Background: an optimization exercise with open tools, aiming at small area, a short achievable clock period and few clock cycles. Do not read the settings as production practice.
RTL that was checked went through simulation tests only; none was proved equivalent to the original.
The RTL of runs 4 to 6 was laid out without a check of its function.
No activity file was given, so power comes from the tool's default toggle rates.

--- design/flow/config.mk ---
export PLATFORM = sky130hd
export DESIGN_NAME = zz_extract
export DESIGN_NICKNAME = zz_extract
export VERILOG_FILES = /design/flow/design.v
export SDC_FILE = /design/flow/constraint.sdc
export NUM_CORES = 4
export LEC_CHECK = 0
export CAP_MARGIN = 20
export CORE_MARGIN = 2
export CORE_UTILIZATION = 40
export SETUP_SLACK_MARGIN = 5
export SLEW_MARGIN = 20
export TNS_END_PERCENT = 0
--- design/flow/constraint.sdc ---
create_clock -name core_clock -period 8.5 [get_ports {clk}]
set_input_delay 1.7000 -clock core_clock [delete_from_list [all_inputs] [get_ports {clk}]]
set_output_delay 1.7000 -clock core_clock [all_outputs]
set_load 0.01 [all_outputs]
--- design/flow/design.v ---
module zz_extract (
    input  wire        clk,
    input  wire        rst,
    input  wire        reg_valid,
    input  wire        reg_we,
    input  wire [7:0]  reg_addr,
    input  wire [31:0] reg_wdata,
    output reg  [31:0] reg_rdata,
    output wire        coef_req,
    output wire [15:0] coef_row,
    output wire [15:0] coef_col,
    input  wire [15:0] coef_rdata,
    output reg         pay_we,
    output wire [31:0] pay_addr,
    output reg  [7:0]  pay_wdata
);
    reg        busy, done;
    reg        init;           
    reg [15:0] grid_h, grid_w;
    reg        req;
    reg [12:0] bxi, byi;       
    reg [2:0]  r, c;           
    reg [4:0]  ech;            
    reg        v1;             
    reg        u2, b2;         
    reg [31:0] tcnt;           
    reg [31:0] len;            
    reg [28:0] outcnt;         
    reg        hdr_ok;
    reg        underrun;
    assign coef_req = req;
    assign coef_row = {byi, r};
    assign coef_col = {bxi, c};
    assign pay_addr = {3'd0, outcnt};
    wire host_wr   = reg_valid && reg_we;
    wire wr_ok     = host_wr && !busy;
    wire wr_ctrl   = wr_ok && (reg_addr == 8'h00);
    wire cmd_start = wr_ctrl && reg_wdata[0];
    wire cmd_clear = wr_ctrl && !reg_wdata[0] && reg_wdata[1];
    wire [12:0] wq  = grid_w[15:3];
    wire [2:0]  wr8 = grid_w[2:0];
    wire [12:0] hq  = grid_h[15:3];
    wire [2:0]  hr8 = grid_h[2:0];
    reg         lc, lb;                
    wire [2:0]  cm = lc ? wr8 - 3'd1 : 3'd7;
    wire [2:0]  rm = lb ? hr8 - 3'd1 : 3'd7;
    wire        blk_end = (r == rm) && (c == cm);
    wire        even    = ~(r[0] ^ c[0]);
    reg  [2:0]  nr, nc;
    always @(*) begin
        nr = r; nc = c;
        if (even) begin
            if (c == cm)          nr = r + 3'd1;
            else if (r == 3'd0)   nc = c + 3'd1;
            else begin            nr = r - 3'd1; nc = c + 3'd1; end
        end else begin
            if (r == rm)          nc = c + 3'd1;
            else if (c == 3'd0)   nr = r + 3'd1;
            else begin            nr = r + 3'd1; nc = c - 3'd1; end
        end
    end
    wire        first   = busy && init;
    wire [12:0] bxi_inc = bxi + 13'd1;
    wire [12:0] byi_inc = byi + 13'd1;
    wire [12:0] bxi_p2  = {bxi[12:1] + 12'd1, bxi[0]};
    wire [12:0] byi_p2  = {byi[12:1] + 12'd1, byi[0]};
    wire        w_le8 = (wq == 13'd0) || ((wq == 13'd1) && (wr8 == 3'd0));
    wire        h_le8 = (hq == 13'd0) || ((hq == 13'd1) && (hr8 == 3'd0));
    wire        x1_last = (wr8 != 3'd0) ? (bxi_inc == wq) : (bxi_p2 == wq);
    wire        y1_last = (hr8 != 3'd0) ? (byi_inc == hq) : (byi_p2 == hq);
    wire        nlc  = (first || lc) ? w_le8 : x1_last;
    wire        nlb  = first ? h_le8 : (lc ? y1_last : lb);
    wire        ncm0 = nlc && (wr8 == 3'd1);
    wire        nrm0 = nlb && (hr8 == 3'd1);
    wire        last = (lc && lb) || (ncm0 && nrm0);
    wire        g_empty = (grid_h == 16'd0) || (grid_w == 16'd0) ||
                          (ncm0 && nrm0);
    wire usable = !((coef_rdata[15:1] == 15'd0) || (coef_rdata == 16'hFFFF));
    wire pact = hdr_ok && !((len[31:29] == 3'd0) && (len[28:0] == outcnt));
    wire [31:0] status = {20'd0, 3'd0, done && !hdr_ok, 3'd0,
                          hdr_ok && (busy || done), done && underrun,
                          done && !hdr_ok, done, busy};
    always @(posedge clk) begin
        reg_rdata <= 32'd0;
        case (reg_addr)
            8'h04: reg_rdata <= status;
            8'h08: reg_rdata <= {16'd0, grid_h};
            8'h0C: reg_rdata <= {16'd0, grid_w};
            8'h10: if (!init) reg_rdata <= len;
            8'h14: if (!init) reg_rdata <= {3'd0, outcnt};
            8'h18: if (!init) reg_rdata <= tcnt;
            default: ;
        endcase
    end
    always @(posedge clk) begin
        b2 <= coef_rdata[0];
        if (first) begin
            bxi <= 13'd0;
            byi <= 13'd0;
            lc  <= nlc;
            lb  <= nlb;
            r   <= ncm0 ? 3'd1 : 3'd0;
            c   <= ncm0 ? 3'd0 : 3'd1;
        end else if (req) begin
            if (!blk_end) begin
                r <= nr;
                c <= nc;
            end else begin
                bxi <= lc ? 13'd0 : bxi_inc;
                if (lc) byi <= byi_inc;
                lc  <= nlc;
                lb  <= nlb;
                r   <= ncm0 ? 3'd1 : 3'd0;
                c   <= ncm0 ? 3'd0 : 3'd1;
            end
        end
        if (u2 && pact) begin
            case (tcnt[2:0])
                3'd0: pay_wdata <= {b2, 7'd0};
                3'd1: pay_wdata[6] <= b2;
                3'd2: pay_wdata[5] <= b2;
                3'd3: pay_wdata[4] <= b2;
                3'd4: pay_wdata[3] <= b2;
                3'd5: pay_wdata[2] <= b2;
                3'd6: pay_wdata[1] <= b2;
                default: pay_wdata[0] <= b2;
            endcase
        end
    end
    always @(posedge clk) begin
        if (rst) begin
            busy     <= 1'b0;
            done     <= 1'b0;
            init     <= 1'b0;
            grid_h   <= 16'd0;
            grid_w   <= 16'd0;
            req      <= 1'b0;
            ech      <= 5'd0;
            v1       <= 1'b0;
            u2       <= 1'b0;
            tcnt     <= 32'd0;
            len      <= 32'd0;
            outcnt   <= 29'd0;
            hdr_ok   <= 1'b0;
            underrun <= 1'b0;
            pay_we   <= 1'b0;
        end else begin
            init <= cmd_start || cmd_clear;
            if (cmd_start) begin
                busy <= 1'b1;
                done <= 1'b0;
            end else if (cmd_clear) begin
                done <= 1'b0;
            end
            if (wr_ok && reg_addr == 8'h08) grid_h <= reg_wdata[15:0];
            if (wr_ok && reg_addr == 8'h0C) grid_w <= reg_wdata[15:0];
            ech <= {ech[3:0], 1'b0};
            if (first) begin
                if (g_empty) ech[0] <= 1'b1;
                else         req    <= 1'b1;
            end else if (req && blk_end && last) begin
                req    <= 1'b0;
                ech[0] <= 1'b1;
            end
            if (ech[4]) begin
                busy <= 1'b0;
                done <= 1'b1;
            end
            v1 <= req;
            u2 <= v1 && usable;
            pay_we <= 1'b0;
            if (init) begin
                tcnt     <= 32'd0;
                len      <= 32'd0;
                outcnt   <= 29'd0;
                hdr_ok   <= 1'b0;
                underrun <= 1'b0;
            end else begin
                if (u2) begin
                    tcnt <= tcnt + 32'd1;
                    if (!hdr_ok) begin
                        len <= {len[30:0], b2};
                        if (tcnt[4:0] == 5'd31) hdr_ok <= 1'b1;
                    end else if (pact && tcnt[2:0] == 3'd7) begin
                        pay_we <= 1'b1;
                    end
                end
                if (pay_we) outcnt <= outcnt + 29'd1;
                if (ech[3] && pact) begin
                    underrun <= 1'b1;
                    if (tcnt[2:0] != 3'd0) pay_we <= 1'b1;
                end
            end
        end
    end
endmodule
--- design/flow/flow/run.sh ---
#!/bin/bash
# The standard layout (standard.sh), with the port buffers made of
# sky130_fd_sc_hd__buf_1 cells, a larger setup repair margin, and a clock
# tree of small clock buffers without dummy loads.
# make's full output goes to flow_make.log; ORFS keeps each step's own log
# under orfs/logs/.
set -uo pipefail
bash standard.sh "BUFFER_PORTS_ARGS=-buffer_cell sky130_fd_sc_hd__buf_1" SETUP_SLACK_MARGIN=5.7 \
  "CTS_ARGS=-sink_clustering_enable -repair_clock_nets -root_buf sky130_fd_sc_hd__clkbuf_8 -buf_list sky130_fd_sc_hd__clkbuf_8 -dont_use_dummy_load -sink_clustering_size 12 -sink_clustering_max_diameter 60" \
  finish > flow_make.log 2>&1
--- design/flow/standard.sh ---
#!/bin/bash
# synth_recipe.tcl (not shown) runs the flow's synth.tcl, then flattens the netlist and writes it again
# the make line also repeats each setting of config.mk as NAME=value (left out here)
make -C /OpenROAD-flow-scripts/flow DESIGN_CONFIG=/design/flow/config.mk WORK_HOME=/design/flow/orfs CLKGATE_MAP_FILE= SYNTH_SCRIPT=/design/flow/synth_recipe.tcl "${@:-finish}"
==> impl_metrics.tcl, run 1 <==
set metrics [dict create \
    worst_skew_pair.late_latency_ns 0.57 \
    fin_nets 1468 \
    syn_area_sq_um 10700 \
    gr-max-usage-layer "met2" \
    clock_tree_from_tritoncts "done" \
    slew-limit-headroom_pct 49.5 \
    timing.critical_path.max_delay_family "flip-flops" \
    timing.critical_path.from "byi[6]$_SDFFE_PP0P_" \
    power.total_mw 1.66 \
    largest_family_of_logic_cells_by_synthesized_area "simple AND/OR/NAND/NOR gates" \
    met3_use_gr_pct 2.63 \
    drt_pass1_iterations 7 \
    antenna_cells 0 \
    route.vias.total 9426 \
    total_cts_buffers 25 \
    critical_path.reg2reg.startpoint "grid_w[0]$_SDFFE_PP0P_" \
    groute.layer.met2.usage_pct 31.8 \
    clockPowerShare_pct 36.6 \
    maxCapViolations 0 \
    cts-root-buf "sky130_fd_sc_hd__clkbuf_8" \
    largest_stage_delay_on_the_critical_path_ns 0.49 \
    critical_path_cell_count 1 \
    total_switching_power_uw 374 \
    min-delay-start "ech[4]$_SDFF_PP0_" \
    met1_usage_pct 30.6 \
    placed_cell_area_sq_um 11500 \
    design.core.area_sq_um 26200 \
    power.density_nw_per_um2 137 \
    worstSetupPathType "reg -> out" \
    critical-path-slowest-cell "sky130_fd_sc_hd__dfxtp_1" \
    power.share.combinational_pct 2.3 \
    post_synthesis_cell_count 1259 \
    effective_utilization_at_floorplan_pct 41.0 \
    io_buffers 146 \
    average_wire_length_per_cell_after_detail_routing_um 17.4 \
    crit_path_start_kind "flop" \
    cts_max_path_buffers 3 \
    timing.final.setup_violations 0 \
    tritoncts_num_sinks 214 \
    pwr-share-seq_pct 61.1 \
    drt_iter0_markers 1000 \
    slew_violations 0 \
    synth.ff_latch_count 214 \
    global_route.overflow_total 0 \
    ys_warn_count 1 \
    numPlacedInstances 1679 \
    worst_setup_hold_path_clk_slew_ns 0.07 \
    finalInstanceArea_sq_um 12100 \
    finalHoldViolations 0 \
    postSynthAreaPerCell_sq_um 8.53 \
    gpl.final_weighted_congestion 0.823 \
    worst_hold_path_type "reg -> reg" \
    nFillCells 2609 \
    dieHeight_um 168 \
    stdcell_count 1714 \
    final_min_period_over_clock_period_pct 33.9 \
    drtAntennaViolNets 0 \
    synth_mux_area_share_pct 3.04 \
    synth_async_sr_flop_share_pct 0 \
    outcome "complete, no violations" \
    worstPathArrival_ns 1.18 \
    timing.clock.skew_ns 0.0793 \
    drt_drc_violations_left 0 \
    synth-simple-area-share_pct 24.2 \
    crit_path_cell_trace "buf_1" \
    first_global_vias 8628 \
    grt_max_degree 97 \
    vdd.ir_drop.worst_uv 94.1 \
    rsz0062_at_grt "true" \
    grt_first_pass_wirelength_um 47500 \
    sw_frac_of_total_pct 22.6 \
    share_of_synthesized_area_occupied_by_flip_flops_and_latches_pct 41.4 \
    wirelength_um 29800 \
    leakagePower_nw 4.24 \
    synthDistinctLibCells 76 \
    placement_rows 59 \
    ctsHtreeMaxLevel 1 \
    vias_per_cell 5.50 \
    max_freq_ghz 0.347 \
    power_report.internal_total_mw 1.28 \
    crit_buf_inv 1 \
    share_of_final_layout_standard_cells_stronger_than_drive_strength_1_pct 10.6 \
    dieArea_sq_um 28200 \
    compound_cell_area_share_of_the_yosys_netlist_pct 13.4 \
    top_level_ports 166 \
    grt_antenna_before_repair 0 \
    synth_ff_type "sky130_fd_sc_hd__dfxtp_1" \
    finish.utilization_pct 46.2 \
    hold-path-cell-count 1 \
    synth_enable_flop_cells 16 \
    period_needed_ns 2.88 \
    synth_fa_ha_area_share_pct 3.15 \
    critical_path_sink_type "primary output" \
    post_synth_xor_area_fraction_pct 10.9 \
    chipWidth_um 168 \
    hpwl_um 21300 \
    area_growth_pct 12.9 \
    setup-tns-final_ns 0 \
    critPathRequiredTime_ns 6.80 \
    worst-path-max-fanout 7 \
    gr-usage-all-layers_pct 20.7 \
    r2r_cells 10 \
    worstMarginPinSlew_ns 0.753 \
]
## registers in the layout, indices dropped and copies added, names as in the netlist, 3 cells and up
register,cells
ech,5
r,3
reg_rdata,32
grid_w,16
len,32
grid_h,16
bxi,13
c,3
pay_wdata,8
byi,13
tcnt,32
outcnt,29
## synth_stat cells (6+ instances only)
library cell | count | area share, %
sky130_fd_sc_hd__a21oi_1 | 94 | 4.4
sky130_fd_sc_hd__o21ai_0 | 38 | 1.8
sky130_fd_sc_hd__clkbuf_1 | 52 | 1.8
sky130_fd_sc_hd__o22ai_1 | 10 | 0.58
sky130_fd_sc_hd__nor3_1 | 18 | 0.84
sky130_fd_sc_hd__o221ai_1 | 7 | 0.57
sky130_fd_sc_hd__xnor2_1 | 53 | 4.3
sky130_fd_sc_hd__a222oi_1 | 29 | 2.7
sky130_fd_sc_hd__mux2i_1 | 27 | 2.5
sky130_fd_sc_hd__nand4_1 | 30 | 1.7
sky130_fd_sc_hd__nor2_1 | 127 | 4.4
sky130_fd_sc_hd__inv_1 | 23 | 0.80
sky130_fd_sc_hd__or3_1 | 15 | 0.87
sky130_fd_sc_hd__buf_1 | 7 | 0.24
sky130_fd_sc_hd__and4_1 | 8 | 0.65
sky130_fd_sc_hd__and3_1 | 20 | 1.2
sky130_fd_sc_hd__xor2_1 | 80 | 6.5
sky130_fd_sc_hd__nor2b_1 | 8 | 0.47
sky130_fd_sc_hd__and2_1 | 11 | 0.64
sky130_fd_sc_hd__nand2_1 | 200 | 7.0
sky130_fd_sc_hd__edfxtp_1 | 16 | 4.5
sky130_fd_sc_hd__or2_2 | 6 | 0.35
sky130_fd_sc_hd__nor4_1 | 29 | 1.7
sky130_fd_sc_hd__dfxtp_1 | 198 | 37
sky130_fd_sc_hd__ha_1 | 27 | 3.1
sky130_fd_sc_hd__nand3_1 | 31 | 1.4
## power groups by stage
stage | clock [mW] | combinational [mW] | sequential [mW]
6_report | 0.606 | 0.0377 | 1.01
5_1_grt | 0.662 | 0.0408 | 1.01
4_1_cts | 0.626 | 0.0369 | 1.01
3_5_place_dp | 0 | 0.0365 | 1.04
3_3_place_gp | 0 | 0.0363 | 1.04
2_1_floorplan | 0 | 0.0212 | 1.04
## per-stage QoR
| step | setup slack (ns) | hold WS (ns) |
|---|---|---|
| 2_1_floorplan | 5.59 | 0.401 |
| 3_3_place_gp | 4.63 | 0.409 |
| 3_5_place_dp | 4.60 | 0.425 |
| 4_1_cts | 5.56 | 0.436 |
| 5_1_grt | 5.57 | 0.447 |
| 6_report | 5.62 | 0.438 |
## repair_timing
action | 4_1_cts | 5_1_grt
setup endpoints to repair | 264 | 264
buffers inserted | 4 | 6
pin swaps | 7 | 7
resized for setup | 46 | 36
hold buffers | 0 | 0
## layout by cell type, fill, tap and decap left out, types with 22 or more instances in the layout
cell | netlist | routed
sky130_fd_sc_hd__nand2_1 | 200 | 200
sky130_fd_sc_hd__dfxtp_1 | 198 | 145
sky130_fd_sc_hd__buf_1 | 7 | 144
sky130_fd_sc_hd__nor2_1 | 127 | 126
sky130_fd_sc_hd__a21oi_1 | 94 | 93
sky130_fd_sc_hd__xor2_1 | 80 | 80
sky130_fd_sc_hd__xnor2_1 | 53 | 53
sky130_fd_sc_hd__dfxtp_2 | 0 | 49
sky130_fd_sc_hd__o21ai_0 | 38 | 38
sky130_fd_sc_hd__nand4_1 | 30 | 30
sky130_fd_sc_hd__a222oi_1 | 29 | 29
sky130_fd_sc_hd__nand3_1 | 31 | 28
sky130_fd_sc_hd__mux2i_1 | 27 | 27
sky130_fd_sc_hd__nor4_1 | 29 | 27
sky130_fd_sc_hd__ha_1 | 27 | 25
sky130_fd_sc_hd__clkbuf_8 | 3 | 25
sky130_fd_sc_hd__inv_1 | 23 | 22
## final timing paths
path | endpoint | slack [ns]
setup / recovery | coef_row[9] | 5.62
hold / removal | busy$_SDFFE_PP0P_ | 0.44
hold reg to reg | busy$_SDFFE_PP0P_ | 0.44
setup reg to reg | c[0]$_DFFE_PP_ | 5.65
## per-layer routing
layer | part of all wire [%] | wire [um]
met1 | 48 | 14300
met2 | 44 | 13100
met3 | 5.7 | 1710
met4 | 2.2 | 643
met5 | 0 | 0
## layout make-up
cell class / count / area [sq um] / area share (%)
Sequential cell: 214 / 4520 / 37.3
Tap cell: 335 / 419 / 3.46
Multi-Input combinational cell: 953 / 6030 / 49.7
Clock buffer: 25 / 344 / 2.84
Inverter: 23 / 88.8 / 0.733
Timing Repair Buffer: 164 / 719 / 5.94
## cell families (layout without fill, tap and decap cells)
kind of cell	count (synthesis)	in the layout
AND/OR/NAND/NOR	538	538
AO/OA/AOI/OAI	220	220
flip-flops	214	214
XOR/XNOR	133	133
buffers and inverters	94	212
multiplexers	32	32
adder cells (fa/ha/maj)	27	27
other	1	3
Testbench counts, summed over its fixed seeds: cycles 93,754.
==> run 2: changes to the inputs <==
==> design/flow/flow/run.sh (replaced) <==
#!/bin/bash
# The standard layout (standard.sh), with the port buffers made of
# sky130_fd_sc_hd__buf_1 cells, a larger setup repair margin, and a clock
# tree of small clock buffers without dummy loads.
# make's full output goes to flow_make.log; ORFS keeps each step's own log
# under orfs/logs/.
set -uo pipefail
bash standard.sh "BUFFER_PORTS_ARGS=-buffer_cell sky130_fd_sc_hd__buf_1" SETUP_SLACK_MARGIN=5.5 \
  "CTS_ARGS=-sink_clustering_enable -repair_clock_nets -root_buf sky130_fd_sc_hd__clkbuf_8 -buf_list sky130_fd_sc_hd__clkbuf_4 -dont_use_dummy_load" \
  finish > flow_make.log 2>&1
--- a/design/flow/config.mk
+++ b/design/flow/config.mk
@@ -11,3 +11,2 @@
 export SETUP_SLACK_MARGIN = 5
 export SLEW_MARGIN = 20
-export TNS_END_PERCENT = 0
==> run 2 against run 1 <==
Still clean on timing, DRC and antenna. Synthesized cell count is the same. Routed wire length up 0.74%. Register-to-register slack got worse by 0.05 ns. Hold slack lost 0.0029 ns. Worst setup slack got worse by 0.078 ns. Power increased by 6.8%. First-iteration DRC count down 23%. Non-clock buffer count is 2 lower. Sequential share of layout area down 0.78 points.
==> impl_metrics.tcl, run 2 <==
set metrics [dict create \
    drt_drc_violations_left 0 \
    ctsHtreeMaxLevel 2 \
    cts_max_path_buffers 3 \
    worstSetupPathType "reg -> out" \
    drt_pass1_iterations 8 \
    stdcell_count 1748 \
    outcome "complete, no violations" \
    gr-usage-all-layers_pct 20.8 \
    met3_routed_wl_um 2120 \
    cts-root-buf "sky130_fd_sc_hd__clkbuf_8" \
    netlist.top_cell.by_area "sky130_fd_sc_hd__dfxtp_1" \
    critical_path_sink_type "primary output" \
    final_min_period_over_clock_period_pct 34.8 \
    top_layer "met5" \
    finalHoldViolations 0 \
    average_wire_length_per_cell_after_detail_routing_um 17.2 \
    multi_input_area_sq_um 6080 \
    reg2reg_slack_ns 5.60 \
    synthMostInstantiatedCell "sky130_fd_sc_hd__nand2_1" \
    slew-limit-headroom_pct 41.5 \
    finalInstanceArea_sq_um 12200 \
    route.vias.total 9666 \
    worst_skew_pair.late_latency_ns 0.56 \
    effective_utilization_at_floorplan_pct 41.0 \
    critPathRequiredTime_ns 6.80 \
    cts_hold_buf 0 \
    maxCapViolations 0 \
    synth.cells.most_frequent "sky130_fd_sc_hd__nand2_1, sky130_fd_sc_hd__dfxtp_1, sky130_fd_sc_hd__nor2_1, sky130_fd_sc_hd__a21oi_1, sky130_fd_sc_hd__xor2_1" \
    synthDistinctLibCells 76 \
    share_of_synthesized_area_occupied_by_flip_flops_and_latches_pct 41.4 \
    ys_warn_count 1 \
    nFillCells 2613 \
    timing.clock.skew_ns 0.0581 \
    postSynthAreaPerCell_sq_um 8.53 \
    grt_max_degree 97 \
    worst_hold_path_type "reg -> reg" \
    setup-tns-final_ns 0 \
    synth_async_sr_flop_share_pct 0 \
    area_growth_pct 14.0 \
    crit_path_start_kind "flop" \
    worst_setup_hold_path_clk_slew_ns 0.06 \
    placed_cell_area_sq_um 11500 \
    max_freq_ghz 0.338 \
    crit_buf_inv 1 \
    register_area_sq_um 4470 \
    worstMarginPinSlew_ns 0.877 \
    hpwl_um 21300 \
    total_cts_buffers 59 \
    gpl.final_weighted_congestion 0.814 \
    global_route.overflow_total 0 \
    met1_wire_length_um 14000 \
    first_global_vias 8917 \
    chipWidth_um 168 \
    timing.final.setup_violations 0 \
    drtAntennaViolNets 0 \
    synth_enable_flop_cells 16 \
    numPlacedInstances 1678 \
    worst-path-max-fanout 11 \
    grt_antenna_before_repair 5 \
    wirelength_um 30000 \
    placement_rows 59 \
    synthDominantCellAreaShare_pct 36.9 \
    dieArea_sq_um 28200 \
    share_of_final_layout_standard_cells_stronger_than_drive_strength_1_pct 9.99 \
    io_buffers 146 \
    design.core.area_sq_um 26200 \
    layout_common_cells "sky130_fd_sc_hd__nand2_1, sky130_fd_sc_hd__dfxtp_1, sky130_fd_sc_hd__buf_1" \
    vdd.ir_drop.worst_uv 76.9 \
    rsz0062_at_grt "true" \
    wl_met2_um 12900 \
    critical-path-slowest-cell "sky130_fd_sc_hd__dfxtp_2" \
    synth_ff_type "sky130_fd_sc_hd__dfxtp_1" \
    syn_area_sq_um 10700 \
    synth.ff_latch_count 214 \
    largestRegisters "len x32, reg_rdata x32, tcnt x32" \
    largest_stage_delay_on_the_critical_path_ns 0.53 \
    crit_path_cell_trace "buf_1" \
    mostFrequentLayoutCell "sky130_fd_sc_hd__nand2_1" \
    dieHeight_um 168 \
    synth_area_leaders "sky130_fd_sc_hd__dfxtp_1, sky130_fd_sc_hd__nand2_1, sky130_fd_sc_hd__xor2_1" \
    top_level_ports 166 \
    clock_tree_from_tritoncts "done" \
    slew_violations 0 \
    grt_first_pass_wirelength_um 47400 \
    period_needed_ns 2.96 \
    vias_per_cell 5.53 \
    power.total_mw 1.77 \
    tritoncts_num_sinks 214 \
    fin_nets 1500 \
    power.density_nw_per_um2 144 \
    drt_iter0_markers 772 \
    worstPathArrival_ns 1.26 \
    leakagePower_nw 4.35 \
    post_synthesis_cell_count 1259 \
    timing.critical_path.max_delay_family "flip-flops" \
]
-- run 2: cell counts after synthesis --
No cell type changed its count.
-- run 2: cell type report --
type | count | area share (%)
well taps | 335 | 3.43
inverters | 23 | 0.706
multi-input cells | 953 | 49.7
clock buffers | 59 | 3.88
diodes | 2 | 0.0409
repair buffers | 162 | 5.75
flip-flops and latches | 214 | 36.5
-- run 2: final timing paths --
kind,end,depth (start not counted),start
worst min-delay path,ech[3]$_SDFF_PP0_,1,ech[2]$_SDFF_PP0_
worst min register to register,ech[3]$_SDFF_PP0_,1,ech[2]$_SDFF_PP0_
worst max register to register,ech[0]$_SDFF_PP0_,9,bxi[0]$_SDFFE_PP0P_
worst max-delay path,coef_req,1,req$_SDFFE_PP0P_
-- run 2: repair_timing --
| action | 4_1_cts | 5_1_grt |
|---|---|---|
| endpoints found under the hold margin | 0 | 0 |
| buffers inserted | 4 | 5 |
| resized for setup | 17 | 34 |
| pin swaps | 2 | 10 |
| setup endpoints to repair | 163 | 131 |
-- run 2: kinds of logic after synthesis --
| group | after synthesis | synth area share, % |
|---|---|---|
| flip-flops | 214 | 41.4 |
| other | 1 | 0.0349 |
| adder cells (fa/ha/maj) | 27 | 3.15 |
| AND/OR/NAND/NOR | 538 | 24.2 |
| XOR/XNOR | 133 | 10.9 |
| AO/OA/AOI/OAI | 220 | 13.4 |
| buffers and inverters | 94 | 3.94 |
| multiplexers | 32 | 3.04 |
-- run 2: per-layer routing --
metal,vias to the layer above,global-route usage (%)
met4,6,8.02
met2,328,31.3
li1,4762,-
met5,-,0
met3,69,5.15
met1,4501,28.8
-- run 2: power breakdown --
group	switching (mW)	leakage, nW	internal [mW]
Sequential	0.000970	1.74	1.01
Clock	0.375	0.284	0.340
Combinational	0.0272	2.33	0.0100
-- run 2: metrics by stage --
stage,utilization [%],setup slack [ns],hold WS [ns]
2_1_floorplan,-,5.46,0.401
3_3_place_gp,43.8,4.36,0.418
3_5_place_dp,43.8,4.36,0.425
4_1_cts,46.0,5.50,0.440
5_1_grt,46.7,5.49,0.453
6_report,46.7,5.54,0.435
==> run 3: changes to the inputs <==
==> design/flow/flow/run.sh (replaced) <==
#!/bin/bash
# The standard layout (standard.sh), with the port buffers made of
# sky130_fd_sc_hd__buf_1 cells and a larger setup repair margin.
# make's full output goes to flow_make.log; ORFS keeps each step's own log
# under orfs/logs/.
set -uo pipefail
bash standard.sh "BUFFER_PORTS_ARGS=-buffer_cell sky130_fd_sc_hd__buf_1" SETUP_SLACK_MARGIN=5.5 finish > flow_make.log 2>&1
==> run 3 against run 2 <==
Still clean. Power is 21% higher. Register-to-register slack better by 0.02 ns. Critical path depth stayed put. Clock skew is 0.047 ns lower. First-iteration DRC count is 1.7% higher. Via count is 1.6% lower. Fmax is 0.18% higher. Count of clock-buffer cells in the layout is 22 lower. Combinational power hardly changed. Final cell count is 0.92% lower. Non-clock buffer count is 1 lower. Critical path type unchanged. Largest cell class unchanged.
==> impl_metrics.tcl, run 3 <==
set metrics [dict create \
    synthMostInstantiatedCell "sky130_fd_sc_hd__nand2_1" \
    effective_utilization_at_floorplan_pct 41.0 \
    cts_max_path_buffers 3 \
    crit_path_cell_trace "buf_1" \
    total_cts_buffers 25 \
    hpwl_um 21300 \
    slew_violations 0 \
    critPathRequiredTime_ns 6.80 \
    worstMarginPinSlew_ns 0.732 \
    synthDistinctLibCells 76 \
    first_global_vias 8699 \
    postSynthAreaPerCell_sq_um 8.53 \
    mostFrequentLayoutCell "sky130_fd_sc_hd__nand2_1" \
    setup-tns-final_ns 0 \
    worst_setup_hold_path_clk_slew_ns 0.06 \
    cts-root-buf "sky130_fd_sc_hd__clkbuf_16" \
    worstSetupPathType "reg -> out" \
    drtAntennaViolNets 0 \
    io_buffers 146 \
    finalInstanceArea_sq_um 12500 \
    ctsHtreeMaxLevel 1 \
    period_needed_ns 2.95 \
    grt_max_degree 97 \
    maxCapViolations 0 \
    vias_per_cell 5.49 \
    synth_area_leaders "sky130_fd_sc_hd__dfxtp_1, sky130_fd_sc_hd__nand2_1, sky130_fd_sc_hd__xor2_1" \
    global_route.overflow_total 0 \
    finalHoldViolations 0 \
    post_synthesis_cell_count 1259 \
    drt_drc_violations_left 0 \
    worst-path-max-fanout 8 \
    largest_stage_delay_on_the_critical_path_ns 0.54 \
    placed_cell_area_sq_um 11500 \
    worstPathArrival_ns 1.25 \
    route.vias.total 9510 \
    share_of_final_layout_standard_cells_stronger_than_drive_strength_1_pct 7.81 \
    netlist.top_cell.by_area "sky130_fd_sc_hd__dfxtp_1" \
    power.density_nw_per_um2 170 \
    synth.ff_latch_count 214 \
    dieHeight_um 168 \
    syn_area_sq_um 10700 \
    critical-path-slowest-cell "sky130_fd_sc_hd__dfxtp_1" \
    nFillCells 2551 \
    numPlacedInstances 1678 \
    outcome "complete, no violations" \
    leakagePower_nw 4.44 \
    ys_warn_count 1 \
    max_freq_ghz 0.339 \
    grt_first_pass_wirelength_um 47400 \
    clock_tree_from_tritoncts "done" \
    tritoncts_num_sinks 214 \
    finish.utilization_pct 47.9 \
    timing.clock.skew_ns 0.0110 \
    synth_enable_flop_cells 16 \
    critical_path_sink_type "primary output" \
    fin_nets 1465 \
    share_of_synthesized_area_occupied_by_flip_flops_and_latches_pct 41.4 \
    power.total_mw 2.14 \
    hold_worst_path_end "busy$_SDFFE_PP0P_" \
    grt_antenna_before_repair 4 \
    chipWidth_um 168 \
    area_growth_pct 16.9 \
    critical_path.reg2reg.startpoint "grid_w[0]$_SDFFE_PP0P_" \
    synthDominantCellAreaShare_pct 36.9 \
    synth.cells.most_frequent "sky130_fd_sc_hd__nand2_1, sky130_fd_sc_hd__dfxtp_1, sky130_fd_sc_hd__nor2_1, sky130_fd_sc_hd__a21oi_1, sky130_fd_sc_hd__xor2_1" \
    synth_ff_type "sky130_fd_sc_hd__dfxtp_1" \
    stdcell_count 1732 \
    layout_common_cells "sky130_fd_sc_hd__nand2_1, sky130_fd_sc_hd__dfxtp_1, sky130_fd_sc_hd__buf_1" \
    design.core.area_sq_um 26200 \
    average_wire_length_per_cell_after_detail_routing_um 17.3 \
    final_min_period_over_clock_period_pct 34.7 \
    gr-usage-all-layers_pct 20.7 \
    drt_iter0_markers 785 \
    largestRegisters "len x32, reg_rdata x32, tcnt x32" \
    worst_hold_path_type "reg -> reg" \
    wirelength_um 29900 \
    timing.critical_path.max_delay_family "flip-flops" \
    rsz0062_at_grt "false" \
    crit_buf_inv 1 \
    r2r_cells 10 \
    crit_path_start_kind "flop" \
    top_level_ports 166 \
    gpl.final_weighted_congestion 0.814 \
    min-delay-start "ech[4]$_SDFF_PP0_" \
    hold-path-cell-count 1 \
    slew-limit-headroom_pct 51.2 \
    r2r-end "ech[0]$_SDFF_PP0_" \
    vdd.ir_drop.worst_uv 118 \
    reg2reg_slack_ns 5.62 \
    drt_pass1_iterations 8 \
    dieArea_sq_um 28200 \
    timing.final.setup_violations 0 \
    placement_rows 59 \
    synth_async_sr_flop_share_pct 0 \
    worst_skew_pair.late_latency_ns 0.52 \
]
run 3: cell counts after synthesis:
No cell type changed its count.
run 3: per-layer routing:
layer	vias to the layer above	track usage (%)	part of all wire, %
li1	4689	-	-
met1	4479	29.6	47
met2	285	31.7	44
met3	51	3.76	5.9
met4	6	6.58	2.7
met5	-	0	0.13
run 3: what timing repair did:
action / CTS / global route
gates resized for setup: 15 / 23
setup buffers: 3 / 5
hold buffers: 0 / 0
pin swaps: 2 / 10
hold endpoints to repair: 0 / 0
setup endpoints to repair: 167 / 133
run 3: layout make-up:
class / count / area (sq um) / share of cell area [%]
diodes: 1 / 2.50 / 0.0199
clock buffers: 37 / 744 / 5.93
clock inverters: 8 / 92.6 / 0.738
inverters: 23 / 86.3 / 0.688
multi-input cells: 953 / 6050 / 48.2
flip-flops and latches: 214 / 4460 / 35.5
well taps: 335 / 419 / 3.34
repair buffers: 161 / 701 / 5.58
run 3: worst max path at each step:
stage                            startpoint  slack (ns)  cells after the start                       to
global route         outcnt[0]$_SDFFE_PP0P_        5.50                      1              pay_addr[0]
finish              outcnt[13]$_SDFFE_PP0P_        5.55                      1             pay_addr[13]
global placement                reg_addr[4]        4.36                      6   grid_h[8]$_SDFFE_PP0P_
CTS                             reg_addr[2]        5.50                      5     reg_rdata[0]$_DFF_P_
floorplan                       reg_addr[2]        5.46                      6    reg_rdata[16]$_DFF_P_
detailed placement              reg_addr[4]        4.36                      6  grid_h[12]$_SDFFE_PP0P_
run 3: metrics by stage:
step                worst slack [ns]  hold slack (ns)
floorplan                       5.46            0.401
global placement                4.36            0.418
detailed placement              4.36            0.425
CTS                             5.50            0.433
global route                    5.50            0.456
finish                          5.55            0.429
run 3: cell families (layout without fill, tap and decap cells):
family	after synthesis	in the layout	share of synthesized area, %
muxes	32	32	3.04
adders and majority gates	27	27	3.15
xor gates and xnor gates	133	133	10.9
DFF	214	214	41.4
buffers and inverters	94	229	3.94
and+or+nand+nor	538	538	24.2
AOI/OAI and AO/OA	220	220	13.4
other	1	4	0.0349
run 3: report_power, final:
group / leakage [nW] / switching [mW] / internal (mW)
sequential: 1.73 / 0.000975 / 1.01
combinational: 2.29 / 0.0271 / 0.0102
clock: 0.410 / 0.420 / 0.666
total: 4.44 / 0.448 / 1.69
==> run 4: changes to the inputs <==
--- a/design/flow/design.v
+++ b/design/flow/design.v
@@ -38,11 +38,11 @@
     wire cmd_start = wr_ctrl && reg_wdata[0];
     wire cmd_clear = wr_ctrl && !reg_wdata[0] && reg_wdata[1];
-    wire [12:0] wq  = grid_w[15:3];
-    wire [2:0]  wr8 = grid_w[2:0];
-    wire [12:0] hq  = grid_h[15:3];
-    wire [2:0]  hr8 = grid_h[2:0];
+    wire [15:0] wm1 = grid_w - 16'd1;
+    wire [15:0] hm1 = grid_h - 16'd1;
+    wire [12:0] wl  = wm1[15:3];       
+    wire [12:0] hl  = hm1[15:3];       
     reg         lc, lb;                
-    wire [2:0]  cm = lc ? wr8 - 3'd1 : 3'd7;
-    wire [2:0]  rm = lb ? hr8 - 3'd1 : 3'd7;
+    wire [2:0]  cm = lc ? wm1[2:0] : 3'd7;
+    wire [2:0]  rm = lb ? hm1[2:0] : 3'd7;
     wire        blk_end = (r == rm) && (c == cm);
     wire        even    = ~(r[0] ^ c[0]);
@@ -63,14 +63,8 @@
     wire [12:0] bxi_inc = bxi + 13'd1;
     wire [12:0] byi_inc = byi + 13'd1;
-    wire [12:0] bxi_p2  = {bxi[12:1] + 12'd1, bxi[0]};
-    wire [12:0] byi_p2  = {byi[12:1] + 12'd1, byi[0]};
-    wire        w_le8 = (wq == 13'd0) || ((wq == 13'd1) && (wr8 == 3'd0));
-    wire        h_le8 = (hq == 13'd0) || ((hq == 13'd1) && (hr8 == 3'd0));
-    wire        x1_last = (wr8 != 3'd0) ? (bxi_inc == wq) : (bxi_p2 == wq);
-    wire        y1_last = (hr8 != 3'd0) ? (byi_inc == hq) : (byi_p2 == hq);
-    wire        nlc  = (first || lc) ? w_le8 : x1_last;
-    wire        nlb  = first ? h_le8 : (lc ? y1_last : lb);
-    wire        ncm0 = nlc && (wr8 == 3'd1);
-    wire        nrm0 = nlb && (hr8 == 3'd1);
+    wire        nlc  = (first || lc) ? (wl == 13'd0) : (bxi_inc == wl);
+    wire        nlb  = first ? (hl == 13'd0) : (lc ? (byi_inc == hl) : lb);
+    wire        ncm0 = nlc && (wm1[2:0] == 3'd0);
+    wire        nrm0 = nlb && (hm1[2:0] == 3'd0);
     wire        last = (lc && lb) || (ncm0 && nrm0);
     wire        g_empty = (grid_h == 16'd0) || (grid_w == 16'd0) ||
--- a/design/flow/flow/run.sh
+++ b/design/flow/flow/run.sh
@@ -5,3 +5,3 @@
 # under orfs/logs/.
 set -uo pipefail
-bash standard.sh "BUFFER_PORTS_ARGS=-buffer_cell sky130_fd_sc_hd__buf_1" SETUP_SLACK_MARGIN=5.5 finish > flow_make.log 2>&1
+bash standard.sh "BUFFER_PORTS_ARGS=-buffer_cell sky130_fd_sc_hd__buf_1" SETUP_SLACK_MARGIN=5.8 finish > flow_make.log 2>&1
==> run 4 against run 3 <==
Cell area grew 25%. Critical endpoint is now req$_SDFFE_PP0P_. Power down 1.1%. Highest routed layer is now met4. Critical path type is now reg -> reg. Sequential cell count unchanged. Final cell count grew 13%. Synthesized cell count increased by 6.9%. Count of clock-buffer cells in the layout shrank 3. Global-route usage increased by 2.4 points.
==> impl_metrics.tcl, run 4 <==
set metrics [dict create \
    outcome "complete, no violations" \
    finalHoldWorstSlack_ns 0.421 \
    worst_skew_pair.late_latency_ns 0.53 \
    drtAntennaViolNets 0 \
    postSynthAreaPerCell_sq_um 8.33 \
    grt_first_pass_wirelength_um 53700 \
    mostFrequentLayoutCell "sky130_fd_sc_hd__nand2_1" \
    period_needed_ns 3.27 \
    first_global_vias 9889 \
    largestRegisters "len x32, reg_rdata x32, tcnt x32" \
    layout_common_cells "sky130_fd_sc_hd__nand2_1, sky130_fd_sc_hd__nor2_1, sky130_fd_sc_hd__dfxtp_1" \
    top_level_ports 166 \
    largest_family_of_logic_cells_by_synthesized_area "simple AND/OR/NAND/NOR gates" \
    drt_iter0_markers 731 \
    synth_ff_type "sky130_fd_sc_hd__dfxtp_1" \
    vdd.ir_drop.worst_uv 136 \
    worstMarginPinSlew_ns 0.751 \
    effective_utilization_at_floorplan_pct 40.5 \
    ctsHtreeMaxLevel 1 \
    worstPathArrival_ns 3.68 \
    placement_rows 61 \
    finalHoldViolations 0 \
    netlist.top_cell.by_area "sky130_fd_sc_hd__dfxtp_1" \
    vias_per_cell 5.50 \
    gr-usage-all-layers_pct 23.1 \
    io_buffers 146 \
    max_freq_ghz 0.306 \
    clock_tree_from_tritoncts "done" \
    cts_max_path_buffers 3 \
    worst_setup_hold_path_clk_slew_ns 0.06 \
    critPathRequiredTime_ns 8.91 \
    share_of_synthesized_area_occupied_by_flip_flops_and_latches_pct 39.6 \
    critical-path-slowest-cell "sky130_fd_sc_hd__or4b_4" \
    synthDominantCellAreaShare_pct 35.4 \
    power.density_nw_per_um2 135 \
    share_of_final_layout_standard_cells_stronger_than_drive_strength_1_pct 34.4 \
    global_route.overflow_total 0 \
    timing.clock.skew_ns 0.0166 \
    synthDistinctLibCells 63 \
    power.total_mw 2.11 \
    final_min_period_over_clock_period_pct 38.5 \
    design.core.area_sq_um 27700 \
    nFillCells 2396 \
    worst_hold_path_type "reg -> reg" \
    slew_violations 0 \
    synth_area_leaders "sky130_fd_sc_hd__dfxtp_1, sky130_fd_sc_hd__xnor2_1, sky130_fd_sc_hd__nand2_1" \
    slew-limit-headroom_pct 49.8 \
    synth_mux_area_share_pct 3.74 \
    synth.ff_latch_count 214 \
    maxCapViolations 0 \
    post_synthesis_cell_count 1346 \
    total_cts_buffers 24 \
    drt_drc_violations_left 0 \
    fin_nets 1650 \
    tritoncts_num_sinks 214 \
    drt_pass1_iterations 6 \
    grt_antenna_before_repair 2 \
    synth_async_sr_flop_share_pct 0 \
    average_wire_length_per_cell_after_detail_routing_um 18.3 \
    worstSetupPathType "reg -> reg" \
    gpl.final_weighted_congestion 0.910 \
    chipWidth_um 171 \
    wirelength_um 35900 \
    dieHeight_um 171 \
    synth-simple-area-share_pct 24.5 \
    dieArea_sq_um 29400 \
    route.vias.total 10800 \
    critical_path_sink_type "flop" \
    cts-root-buf "sky130_fd_sc_hd__clkbuf_16" \
    synthMostInstantiatedCell "sky130_fd_sc_hd__dfxtp_1" \
    cts_hold_buf 0 \
    syn_area_sq_um 11200 \
    compound_cell_area_share_of_the_yosys_netlist_pct 12.9 \
    crit_path_start_kind "flop" \
    synth_enable_flop_cells 16 \
    area_growth_pct 39.9 \
    worst-path-max-fanout 7 \
    finish.utilization_pct 56.6 \
    largest_stage_delay_on_the_critical_path_ns 0.52 \
    setup-tns-final_ns 0 \
    post_synth_xor_area_fraction_pct 12.9 \
    hpwl_um 22400 \
    rsz0062_at_grt "true" \
    leakagePower_nw 6.02 \
    timing.final.setup_violations 0 \
    grt_max_degree 64 \
    ys_warn_count 1 \
    synth_fa_ha_area_share_pct 2.68 \
    synth.cells.most_frequent "sky130_fd_sc_hd__dfxtp_1, sky130_fd_sc_hd__nand2_1, sky130_fd_sc_hd__nor2_1, sky130_fd_sc_hd__a21oi_1, sky130_fd_sc_hd__xnor2_1" \
    crit_path_cell_trace "inv_4, ha_4, or4b_4, or3_4, a211oi_2, a2bb2oi_2, or4_4, o41ai_4, buf_6, o211ai_4, buf_4, a22o_1" \
]
==> run 4: cell families after synthesis <==
group                      Yosys count
buffers and inverters              101
other                                1
muxes                               38
DFF                                214
xor gates and xnor gates           163
AOI/OAI and AO/OA                  232
adders and majority gates           24
and+or+nand+nor                    573
==> run 4: layer usage <==
metal  up-vias  wire (um)  GRT usage, %
met2       371      16900          38.0
met3        84       2240          3.66
met4         0       1320          9.14
met1      5182      15500          30.3
met5         -          0             0
li1       5152          -             -
==> run 4: per-stage QoR <==
step | instances | worst slack, ns | instance area, sq um
floorplan | 1348 | 5.14 | 11400
global placement | 1795 | 4.43 | 12000
detailed placement | 1795 | 4.40 | 12000
CTS | 1940 | 5.24 | 14900
global route | 1960 | 5.15 | 15700
finish | 1962 | 5.23 | 15700
==> run 4: final cells by class <==
cell class | instances | area (sq um) | area share, %
timing repair buffer | 269 | 2350 | 15.0
tap | 378 | 473 | 3.02
inverter | 19 | 76.3 | 0.487
multi-input combinational | 1038 | 7270 | 46.4
antenna | 2 | 5.00 | 0.0319
clock inverter | 8 | 80.1 | 0.511
clock buffer | 34 | 739 | 4.72
sequential | 214 | 4680 | 29.9
==> run 4: where the power goes <==
part | switching (mW) | internal, mW
combinational | 0.0374 | 0.0149
clock | 0.430 | 0.634
sequential | 0.00135 | 0.996
total | 0.469 | 1.65
==> run 4: final timing paths <==
check	startpoint	to	slack (ns)	cells after the start
worst max-delay path	grid_w[0]$_SDFFE_PP0P_	req$_SDFFE_PP0P_	5.23	12
worst min-delay path	ech[4]$_SDFF_PP0_	busy$_SDFFE_PP0P_	0.42	1
worst max register to register	grid_w[0]$_SDFFE_PP0P_	req$_SDFFE_PP0P_	5.23	12
worst min register to register	ech[4]$_SDFF_PP0_	busy$_SDFFE_PP0P_	0.42	1
==> run 4: critical path, delay by kind of cell, from the launching register on <==
family | cells | cell delay (ns)
DFF | 1 | 0.39
AOI/OAI and AO/OA | 5 | 0.91
and+or+nand+nor | 3 | 1.30
buffers and inverters | 3 | 0.40
adders and majority gates | 1 | 0.15
==> run 4: what timing repair did <==
action / in CTS / in global routing
pin swaps: 41 / 84
buffers inserted: 95 / 17
resized for setup: 367 / 165
setup endpoints to repair: 278 / 237
gates cloned: 8 / 3
==> run 5: changes to the inputs <==
--- a/design/flow/design.v
+++ b/design/flow/design.v
@@ -21,5 +21,5 @@
     reg [12:0] bxi, byi;       
     reg [2:0]  r, c;           
-    reg [4:0]  ech;            
+    reg        sdone;          
     reg        v1;             
     reg        u2, b2;         
@@ -38,11 +38,11 @@
     wire cmd_start = wr_ctrl && reg_wdata[0];
     wire cmd_clear = wr_ctrl && !reg_wdata[0] && reg_wdata[1];
-    wire [15:0] wm1 = grid_w - 16'd1;
-    wire [15:0] hm1 = grid_h - 16'd1;
-    wire [12:0] wl  = wm1[15:3];       
-    wire [12:0] hl  = hm1[15:3];       
+    wire [12:0] wq  = grid_w[15:3];
+    wire [2:0]  wr8 = grid_w[2:0];
+    wire [12:0] hq  = grid_h[15:3];
+    wire [2:0]  hr8 = grid_h[2:0];
     reg         lc, lb;                
-    wire [2:0]  cm = lc ? wm1[2:0] : 3'd7;
-    wire [2:0]  rm = lb ? hm1[2:0] : 3'd7;
+    wire [2:0]  cm = lc ? wr8 - 3'd1 : 3'd7;
+    wire [2:0]  rm = lb ? hr8 - 3'd1 : 3'd7;
     wire        blk_end = (r == rm) && (c == cm);
     wire        even    = ~(r[0] ^ c[0]);
@@ -63,28 +63,36 @@
     wire [12:0] bxi_inc = bxi + 13'd1;
     wire [12:0] byi_inc = byi + 13'd1;
-    wire        nlc  = (first || lc) ? (wl == 13'd0) : (bxi_inc == wl);
-    wire        nlb  = first ? (hl == 13'd0) : (lc ? (byi_inc == hl) : lb);
-    wire        ncm0 = nlc && (wm1[2:0] == 3'd0);
-    wire        nrm0 = nlb && (hm1[2:0] == 3'd0);
+    wire [12:0] bxi_p2  = {bxi[12:1] + 12'd1, bxi[0]};
+    wire [12:0] byi_p2  = {byi[12:1] + 12'd1, byi[0]};
+    wire        w_le8 = (wq == 13'd0) || ((wq == 13'd1) && (wr8 == 3'd0));
+    wire        h_le8 = (hq == 13'd0) || ((hq == 13'd1) && (hr8 == 3'd0));
+    wire        x1_last = (wr8 != 3'd0) ? (bxi_inc == wq) : (bxi_p2 == wq);
+    wire        y1_last = (hr8 != 3'd0) ? (byi_inc == hq) : (byi_p2 == hq);
+    wire        nlc  = (first || lc) ? w_le8 : x1_last;
+    wire        nlb  = first ? h_le8 : (lc ? y1_last : lb);
+    wire        ncm0 = nlc && (wr8 == 3'd1);
+    wire        nrm0 = nlb && (hr8 == 3'd1);
     wire        last = (lc && lb) || (ncm0 && nrm0);
     wire        g_empty = (grid_h == 16'd0) || (grid_w == 16'd0) ||
                           (ncm0 && nrm0);
     wire usable = !((coef_rdata[15:1] == 15'd0) || (coef_rdata == 16'hFFFF));
+    wire fin  = sdone && !v1 && !u2 && !pay_we;
     wire pact = hdr_ok && !((len[31:29] == 3'd0) && (len[28:0] == outcnt));
     wire [31:0] status = {20'd0, 3'd0, done && !hdr_ok, 3'd0,
                           hdr_ok && (busy || done), done && underrun,
                           done && !hdr_ok, done, busy};
-    always @(posedge clk) begin
-        reg_rdata <= 32'd0;
-        case (reg_addr)
-            8'h04: reg_rdata <= status;
-            8'h08: reg_rdata <= {16'd0, grid_h};
-            8'h0C: reg_rdata <= {16'd0, grid_w};
-            8'h10: if (!init) reg_rdata <= len;
-            8'h14: if (!init) reg_rdata <= {3'd0, outcnt};
-            8'h18: if (!init) reg_rdata <= tcnt;
-            default: ;
-        endcase
-    end
+    wire [31:0] rd_len = init ? 32'd0 : len;
+    wire [31:0] rd_ol  = init ? 32'd0 : {3'd0, outcnt};
+    wire [31:0] rd_bc  = init ? 32'd0 : tcnt;
+    wire        a_ok   = (reg_addr[7:5] == 3'd0) && (reg_addr[1:0] == 2'd0);
+    wire [31:0] m_lo0  = reg_addr[2] ? status           : 32'd0;
+    wire [31:0] m_lo1  = reg_addr[2] ? {16'd0, grid_w}  : {16'd0, grid_h};
+    wire [31:0] m_hi0  = reg_addr[2] ? rd_ol            : rd_len;
+    wire [31:0] m_hi1  = reg_addr[2] ? 32'd0            : rd_bc;
+    wire [31:0] m_lo   = reg_addr[3] ? m_lo1 : m_lo0;
+    wire [31:0] m_hi   = reg_addr[3] ? m_hi1 : m_hi0;
+    wire [31:0] m_all  = reg_addr[4] ? m_hi  : m_lo;
+    always @(posedge clk)
+        reg_rdata <= a_ok ? m_all : 32'd0;
     always @(posedge clk) begin
         b2 <= coef_rdata[0];
@@ -130,5 +138,5 @@
             grid_w   <= 16'd0;
             req      <= 1'b0;
-            ech      <= 5'd0;
+            sdone    <= 1'b0;
             v1       <= 1'b0;
             u2       <= 1'b0;
@@ -149,15 +157,15 @@
             if (wr_ok && reg_addr == 8'h08) grid_h <= reg_wdata[15:0];
             if (wr_ok && reg_addr == 8'h0C) grid_w <= reg_wdata[15:0];
-            ech <= {ech[3:0], 1'b0};
             if (first) begin
-                if (g_empty) ech[0] <= 1'b1;
-                else         req    <= 1'b1;
+                if (g_empty) sdone <= 1'b1;
+                else         req   <= 1'b1;
             end else if (req && blk_end && last) begin
-                req    <= 1'b0;
-                ech[0] <= 1'b1;
+                req   <= 1'b0;
+                sdone <= 1'b1;
             end
-            if (ech[4]) begin
-                busy <= 1'b0;
-                done <= 1'b1;
+            if (fin) begin
+                sdone <= 1'b0;
+                busy  <= 1'b0;
+                done  <= 1'b1;
             end
             v1 <= req;
@@ -181,5 +189,5 @@
                 end
                 if (pay_we) outcnt <= outcnt + 29'd1;
-                if (ech[3] && pact) begin
+                if (fin && pact) begin
                     underrun <= 1'b1;
                     if (tcnt[2:0] != 3'd0) pay_we <= 1'b1;
==> design/flow/flow/run.sh (replaced) <==
#!/bin/bash
# The standard layout (standard.sh), with the port buffers made of
# sky130_fd_sc_hd__buf_1 cells, a larger setup repair margin, and a clock
# tree of small clock buffers without dummy loads.
# make's full output goes to flow_make.log; ORFS keeps each step's own log
# under orfs/logs/.
set -uo pipefail
bash standard.sh "BUFFER_PORTS_ARGS=-buffer_cell sky130_fd_sc_hd__buf_1" SETUP_SLACK_MARGIN=5.7 \
  "CTS_ARGS=-sink_clustering_enable -repair_clock_nets -root_buf sky130_fd_sc_hd__clkbuf_8 -buf_list sky130_fd_sc_hd__clkbuf_8 -dont_use_dummy_load" \
  finish > flow_make.log 2>&1
==> run 5 against run 4 <==
Hold slack improved by 0.045 ns. Still clean. Non-clock buffer count fell by 58. Combinational power rose by 5.9%. Count of clock-buffer cells in the layout rose by 5. Critical path type is now reg -> out. Utilization fell by 7.6 points. Via count fell by 5.1%. Fmax rose by 17%.
==> impl_metrics.tcl, run 5 <==
set metrics [dict create \
    cts_max_path_buffers 3 \
    slew_violations 0 \
    gpl.final_weighted_congestion 0.904 \
    crit_path_start_kind "flop" \
    synthMostInstantiatedCell "sky130_fd_sc_hd__nand2_1" \
    gr-usage-all-layers_pct 21.7 \
    numPlacedInstances 1758 \
    synth.ff_latch_count 210 \
    timing.critical_path.max_delay_family "flip-flops" \
    max_freq_ghz 0.359 \
    finish.utilization_pct 49.1 \
    syn_area_sq_um 10900 \
    stdcell_count 1854 \
    mostFrequentLayoutCell "sky130_fd_sc_hd__nand2_1" \
    netlist.top_cell.by_area "sky130_fd_sc_hd__dfxtp_1" \
    synth_enable_flop_cells 16 \
    final_min_period_over_clock_period_pct 32.8 \
    critPathRequiredTime_ns 6.80 \
    design.core.area_sq_um 26900 \
    drt_iter0_markers 854 \
    largest_stage_delay_on_the_critical_path_ns 0.42 \
    worst_setup_hold_path_clk_slew_ns 0.06 \
    grt_antenna_before_repair 1 \
    average_wire_length_per_cell_after_detail_routing_um 17.4 \
    nFillCells 2608 \
    vdd.ir_drop.worst_uv 87.2 \
    power.share.combinational_pct 3.0 \
    crit_buf_inv 1 \
    worst_hold_path_type "reg -> reg" \
    grt_first_pass_wirelength_um 49700 \
    drtAntennaViolNets 0 \
    largestRegisters "len x32, reg_rdata x32, tcnt x32" \
    antenna_cells 0 \
    wirelength_um 32300 \
    register_area_sq_um 4570 \
    hpwl_um 22400 \
    timing.final.setup_violations 0 \
    synthDominantCellAreaShare_pct 35.6 \
    share_of_synthesized_area_occupied_by_flip_flops_and_latches_pct 40.0 \
    pwr-share-seq_pct 53.7 \
    dieHeight_um 169 \
    timing.clock.skew_ns 0.0558 \
    slew-limit-headroom_pct 33.7 \
    post_synthesis_cell_count 1339 \
    placed_cell_area_sq_um 11700 \
    setup-tns-final_ns 0 \
    finalHoldViolations 0 \
    worstSetupPathType "reg -> out" \
    finalHoldWorstSlack_ns 0.465 \
    route.vias.total 10200 \
    ctsHtreeMaxLevel 2 \
    global_route.overflow_total 0 \
    multi_input_area_sq_um 6390 \
    area_growth_pct 20.9 \
    fin_nets 1602 \
    clockPowerShare_pct 43.3 \
    synth_area_leaders "sky130_fd_sc_hd__dfxtp_1, sky130_fd_sc_hd__nand2_1, sky130_fd_sc_hd__xor2_1" \
    power_report.internal_total_mw 1.40 \
    grt_max_degree 97 \
    effective_utilization_at_floorplan_pct 40.6 \
    ys_warn_count 1 \
    worstMarginPinSlew_ns 0.981 \
    drt_drc_violations_left 0 \
    synth.cells.most_frequent "sky130_fd_sc_hd__nand2_1, sky130_fd_sc_hd__dfxtp_1, sky130_fd_sc_hd__nor2_1, sky130_fd_sc_hd__a21oi_1, sky130_fd_sc_hd__xor2_1" \
    cts_hold_buf 0 \
    maxCapViolations 0 \
    vias_per_cell 5.52 \
    placement_rows 60 \
    finalInstanceArea_sq_um 13200 \
    chipWidth_um 169 \
    cts-root-buf "sky130_fd_sc_hd__clkbuf_8" \
    synth_ff_type "sky130_fd_sc_hd__dfxtp_1" \
    share_of_final_layout_standard_cells_stronger_than_drive_strength_1_pct 18.2 \
    power.density_nw_per_um2 139 \
    worst_skew_pair.late_latency_ns 0.54 \
    top_level_ports 166 \
    period_needed_ns 2.79 \
    rsz0062_at_grt "true" \
    clock_tree_from_tritoncts "done" \
    worst-path-max-fanout 9 \
    io_buffers 146 \
    tritoncts_num_sinks 210 \
    layout_common_cells "sky130_fd_sc_hd__nand2_1, sky130_fd_sc_hd__nor2_1, sky130_fd_sc_hd__dfxtp_1" \
    critical-path-slowest-cell "sky130_fd_sc_hd__dfxtp_4" \
    total_cts_buffers 39 \
    first_global_vias 9365 \
    leakagePower_nw 4.89 \
    sw_frac_of_total_pct 23.4 \
    critical_path_sink_type "primary output" \
    dieArea_sq_um 28600 \
    crit_path_cell_trace "buf_1" \
    synthDistinctLibCells 67 \
    postSynthAreaPerCell_sq_um 8.14 \
    outcome "complete, no violations" \
    worstPathArrival_ns 1.09 \
    total_switching_power_uw 427 \
    synth_async_sr_flop_share_pct 0 \
    drt_pass1_iterations 8 \
]
[run 5: cell count changes in the layout (fill, tap and decap cells not counted), sizes merged, moves of 10 or more]
cell,change
nand2,+22
mux2,-26
mux2i,+38
xor2,+10
buf,-45
a21oi,+30
or3,+13
o21ai,+20
a222oi,+10
nand3,-13
a22oi,-43
xnor2,-46
[run 5: kinds of logic (layout without fill, tap and decap cells)]
group | after synthesis | in the layout | synth area share, %
multiplexers | 50 | 50 | 4.68
adder cells (fa/ha/maj) | 27 | 27 | 3.10
AND/OR/NAND/NOR | 571 | 571 | 24.7
AO/OA/AOI/OAI | 248 | 248 | 13.3
buffers and inverters | 106 | 278 | 4.04
other | 1 | 3 | 0.0344
flip-flops | 210 | 210 | 40.0
XOR/XNOR | 126 | 126 | 10.1
[run 5: tightest hold or removal path, delay by kind of cell, from the launching register on]
family          cells  cell delay, ns
compound gates      1            0.05
simple gates        1            0.07
flops               1            0.34
[run 5: final timing paths]
check                                            end  slack [ns]  cells after the start                    from
worst min register to register  len[11]$_SDFFE_PP0P_        0.47                      2    len[10]$_SDFFE_PP0P_
worst max-delay path                     coef_col[3]        5.71                      1     bxi[0]$_SDFFE_PP0P_
worst max register to register        c[0]$_DFFE_PP_        5.80                     10  grid_w[0]$_SDFFE_PP0P_
worst min-delay path            len[11]$_SDFFE_PP0P_        0.47                      2    len[10]$_SDFFE_PP0P_
[run 5: per-layer routing]
| layer | track usage (%) | wire length (um) | up-vias |
|---|---|---|---|
| li1 | - | - | 4991 |
| met1 | 30.4 | 15100 | 4848 |
| met4 | 6.99 | 801 | 2 |
| met5 | 0 | 13 | - |
| met2 | 34.0 | 14500 | 340 |
| met3 | 3.81 | 1970 | 62 |
[run 5: through the flow]
step | total power [mW] | setup slack, ns
finish | 1.83 | 5.71
floorplan | 1.05 | 5.68
global route | 1.89 | 5.69
detailed placement | 1.07 | 4.00
global placement | 1.07 | 4.13
CTS | 1.85 | 5.69
[run 5: power by group through the flow]
stage               clock, mW  combinational (mW)  sequential [mW]
floorplan                   0              0.0315             1.02
global placement            0              0.0480             1.02
detailed placement          0              0.0483             1.02
CTS                     0.813              0.0519            0.985
global route            0.852              0.0588            0.981
finish                  0.791              0.0555            0.982
[run 5: what timing repair did]
| action | 4_1_cts | 5_1_grt |
|---|---|---|
| gates cloned | 0 | 1 |
| pin swaps | 4 | 8 |
| endpoints found under the setup margin | 250 | 90 |
| gates resized for setup | 169 | 51 |
| buffers inserted | 18 | 38 |
[run 5: final cells by class]
cell class	instances	area share [%]
Timing Repair Buffer	211	8.78
Multi-Input combinational cell	1025	48.5
Inverter	28	0.797
Clock buffer	39	4.07
Sequential cell	210	34.7
Tap cell	341	3.24
==> run 6: changes to the inputs <==
--- a/design/flow/design.v
+++ b/design/flow/design.v
@@ -63,10 +63,13 @@
     wire [12:0] bxi_inc = bxi + 13'd1;
     wire [12:0] byi_inc = byi + 13'd1;
-    wire [12:0] bxi_p2  = {bxi[12:1] + 12'd1, bxi[0]};
-    wire [12:0] byi_p2  = {byi[12:1] + 12'd1, byi[0]};
-    wire        w_le8 = (wq == 13'd0) || ((wq == 13'd1) && (wr8 == 3'd0));
-    wire        h_le8 = (hq == 13'd0) || ((hq == 13'd1) && (hr8 == 3'd0));
-    wire        x1_last = (wr8 != 3'd0) ? (bxi_inc == wq) : (bxi_p2 == wq);
-    wire        y1_last = (hr8 != 3'd0) ? (byi_inc == hq) : (byi_p2 == hq);
+    wire [12:0] wl = (wr8 != 3'd0) ? wq : wq - 13'd1;
+    wire [12:0] hl = (hr8 != 3'd0) ? hq : hq - 13'd1;
+    wire        w_le8 = (wl == 13'd0);
+    wire        h_le8 = (hl == 13'd0);
+    reg         x1_last, y1_last;
+    always @(posedge clk) begin
+        x1_last <= (bxi_inc == wl);
+        y1_last <= (byi_inc == hl);
+    end
     wire        nlc  = (first || lc) ? w_le8 : x1_last;
     wire        nlb  = first ? h_le8 : (lc ? y1_last : lb);
==> run 6 against run 5 <==
Routed wire length fell by 0.32%. Synthesized area up 3.5%. Synthesized cell count grew 2.4%. Utilization fell by 1.1 points. Critical endpoint is now grid_w[5]$_SDFFE_PP0P_.
==> impl_metrics.tcl, run 6 <==
set metrics [dict create \
    slew_violations 0 \
    critical_path_sink_type "flop" \
    ys_warn_count 1 \
    final_min_period_over_clock_period_pct 34.3 \
    drt_pass1_iterations 5 \
    cts-root-buf "sky130_fd_sc_hd__clkbuf_8" \
    finalHoldWorstSlack_ns 0.461 \
    grt_antenna_before_repair 1 \
    worst_hold_path_type "reg -> reg" \
    finalHoldViolations 0 \
    synthDominantCellAreaShare_pct 34.8 \
    vias_per_cell 5.32 \
    synth_fa_ha_area_share_pct 3.10 \
    drt_iter0_markers 898 \
    area_growth_pct 18.1 \
    top_level_ports 166 \
    average_wire_length_per_cell_after_detail_routing_um 17.0 \
    cts_max_path_buffers 3 \
    worst-path-max-fanout 6 \
    largestRegisters "len x32, reg_rdata x32, tcnt x32" \
    register_area_sq_um 4550 \
    fin_nets 1610 \
    worst_skew_pair.late_latency_ns 0.54 \
    grt_max_degree 97 \
    critPathRequiredTime_ns 8.88 \
    r2r_cells 10 \
    first_global_vias 9279 \
    synthDistinctLibCells 58 \
    drtAntennaViolNets 0 \
    post_synth_xor_area_fraction_pct 12.7 \
    dieArea_sq_um 29600 \
    postSynthAreaPerCell_sq_um 8.23 \
    post_synthesis_cell_count 1371 \
    clock_tree_from_tritoncts "done" \
    timing.final.setup_violations 0 \
    worstMarginPinSlew_ns 1.04 \
    synthMostInstantiatedCell "sky130_fd_sc_hd__dfxtp_1" \
    largest_family_of_logic_cells_by_synthesized_area "simple AND/OR/NAND/NOR gates" \
    worstPathArrival_ns 3.29 \
    crit_path_cell_trace "buf_6, nor3_4, nand2_4, nor4_4, and3_4, clkbuf_16, mux2i_1, nor2_1" \
    gr-usage-all-layers_pct 21.4 \
    min-delay-start "grid_h[1]$_SDFFE_PP0P_" \
    cts_hold_buf 0 \
    worst_setup_hold_path_clk_slew_ns 0.05 \
    gpl.final_weighted_congestion 0.837 \
    tritoncts_num_sinks 212 \
    timing.critical_path.max_delay_family "simple AND/OR/NAND/NOR gates" \
    route.vias.total 10100 \
    critical_path.reg2reg.startpoint "grid_w[0]$_SDFFE_PP0P_" \
    crit_buf_inv 2 \
    compound_cell_area_share_of_the_yosys_netlist_pct 10.3 \
    synth_async_sr_flop_share_pct 0 \
    multi_input_area_sq_um 6580 \
    leakagePower_nw 5.03 \
    reg2reg_slack_ns 5.84 \
    power.density_nw_per_um2 137 \
    crit_path_start_kind "input port" \
    outcome "complete, no violations" \
    synth_ff_type "sky130_fd_sc_hd__dfxtp_1" \
    timing.clock.skew_ns 0.0459 \
    design.core.area_sq_um 27800 \
    chipWidth_um 172 \
    io_buffers 146 \
    placement_rows 61 \
    netlist.top_cell.by_area "sky130_fd_sc_hd__dfxtp_1" \
    critical-path-slowest-cell "sky130_fd_sc_hd__nor4_4" \
    max_freq_ghz 0.343 \
    share_of_final_layout_standard_cells_stronger_than_drive_strength_1_pct 15.1 \
    rsz0062_at_grt "true" \
    worstSetupPathType "in -> reg" \
    maxCapViolations 0 \
]
[run 6: cell types whose count changed after synthesis, sizes merged, moves of 8 or more]
cell / before / now
nand4: 31 / 41
o21ai: 63 / 44
xnor2: 47 / 90
a21oi: 129 / 115
nor2: 146 / 176
clkbuf: 61 / 74
mux2i: 45 / 66
a222oi: 10 / 0
nor3: 26 / 17
xor2: 79 / 71
and3: 14 / 31
nand2: 210 / 172
[run 6: worst max path at each step]
stage                startpoint                        to  slack (ns)  cells after the start
floorplan           reg_addr[1]   grid_w[10]$_SDFFE_PP0P_        5.54                      8
global placement    reg_addr[4]  reg_rdata[12]$_SDFF_PN0_        4.47                      4
detailed placement  reg_addr[4]  reg_rdata[10]$_SDFF_PN0_        4.44                      4
CTS                 reg_addr[1]   grid_w[14]$_SDFFE_PP0P_        5.66                      8
global route        reg_addr[5]    grid_w[1]$_SDFFE_PP0P_        5.53                      8
finish              reg_addr[5]    grid_w[5]$_SDFFE_PP0P_        5.58                      8
[run 6: where the power goes]
part           leakage, nW  switching, mW  internal [mW]  total [mW]
clock                0.280          0.377          0.404       0.781
combinational         2.99         0.0368         0.0164      0.0532
sequential            1.76       0.000889          0.996       0.997
total                 5.03          0.415           1.42        1.83
[run 6: layout make-up]
type / instances / area share (%)
inverter: 22 / 0.619
tap: 378 / 3.55
clock buffer: 39 / 4.03
sequential: 212 / 34.1
multi-input combinational: 1048 / 49.4
antenna: 1 / 0.0188
timing repair buffer: 199 / 8.29
[run 6: stage by stage]
| stage | worst slack [ns] | cell area (sq um) | util [%] | cells |
|---|---|---|---|---|
| after floorplan | 5.54 | 11400 | - | 1373 |
| after global placement | 4.47 | 12100 | 43.5 | 1816 |
| after detailed placement | 4.44 | 12100 | 43.5 | 1816 |
| after CTS | 5.66 | 13000 | 46.7 | 1868 |
| after global routing | 5.53 | 13300 | 48.0 | 1899 |
| final | 5.58 | 13300 | 48.0 | 1899 |
[run 6: metal layers]
| layer | wire (um) | vias to the layer above | track usage [%] | part of all wire [%] |
|---|---|---|---|---|
| li1 | - | 4988 | - | - |
| met1 | 15800 | 4782 | 31.2 | 49 |
| met2 | 13900 | 283 | 32.3 | 43 |
| met3 | 1690 | 58 | 3.34 | 5.2 |
| met4 | 842 | 0 | 6.65 | 2.6 |
| met5 | 0 | - | 0 | 0 |
[run 6: what timing repair did]
action                                  in CTS  in global routing
resized for setup                          127                 47
endpoints found under the setup margin     223                120
pin swaps                                    0                 10
cloned                                       0                  2
setup buffers                               13                 28
[run 6: worst register-to-register path, cell delays in order (launching register included)]
cell                      delay [ns]
sky130_fd_sc_hd__dfxtp_1        0.40
sky130_fd_sc_hd__inv_1          0.11
sky130_fd_sc_hd__ha_1           0.36
sky130_fd_sc_hd__xnor2_1        0.25
sky130_fd_sc_hd__o31ai_2        0.11
sky130_fd_sc_hd__a32oi_2        0.27
sky130_fd_sc_hd__nor4_4         0.06
sky130_fd_sc_hd__buf_4          0.22
sky130_fd_sc_hd__or2_2          0.38
sky130_fd_sc_hd__nor3_1         0.17
sky130_fd_sc_hd__a21oi_1        0.08
[run 6: cells by family after synthesis]
kind of cell / after synthesis
simple gates: 578
flops: 212
compound gates: 208
xor+xnor: 162
buf+inv: 114
mux: 68
fa+ha+maj: 28
other cells: 1

[re-timing with driven ports]
No port has a modelled driver above. Below, the same layouts with a new extraction and two added sets of constraints. Step 1: set_driving_cell puts a clkbuf_16 on clk and a buf_2 on each other input, an assumption about the parent block. Step 2, shift: input delay + t, output delay - t, t = (earliest + latest rising clock arrival at the registers) / 2. This alone moves slack from input paths to output paths. a / b / c = ideal ports / drivers / drivers and shift; a / b = the first two.
run | t, ns | setup WS [ns] | clock arrival spread, ns | pins driven straight from the clock port
run 1 | 0.572 | 5.620 / 5.575 / 5.064 | 0.082 / 0.082 | 1
run 2 | 0.581 | 5.543 / 5.496 / 5.016 | 0.071 / 0.071 | 1
run 3 | 0.559 | 5.548 / 5.499 / 5.064 | 0.011 / 0.011 | 1
run 4 | 0.571 | 5.231 / 5.231 / 4.766 | 0.017 / 0.017 | 1
run 5 | 0.565 | 5.713 / 5.665 / 5.228 | 0.056 / 0.057 | 1
run 6 | 0.554 | 5.584 / 5.594 / 5.040 | 0.049 / 0.048 | 1
After both steps every run listed still meets setup and hold. The setup slack of run 1, which loses most, moves by -0.045 ns with the drivers and by -0.556 ns with both steps.
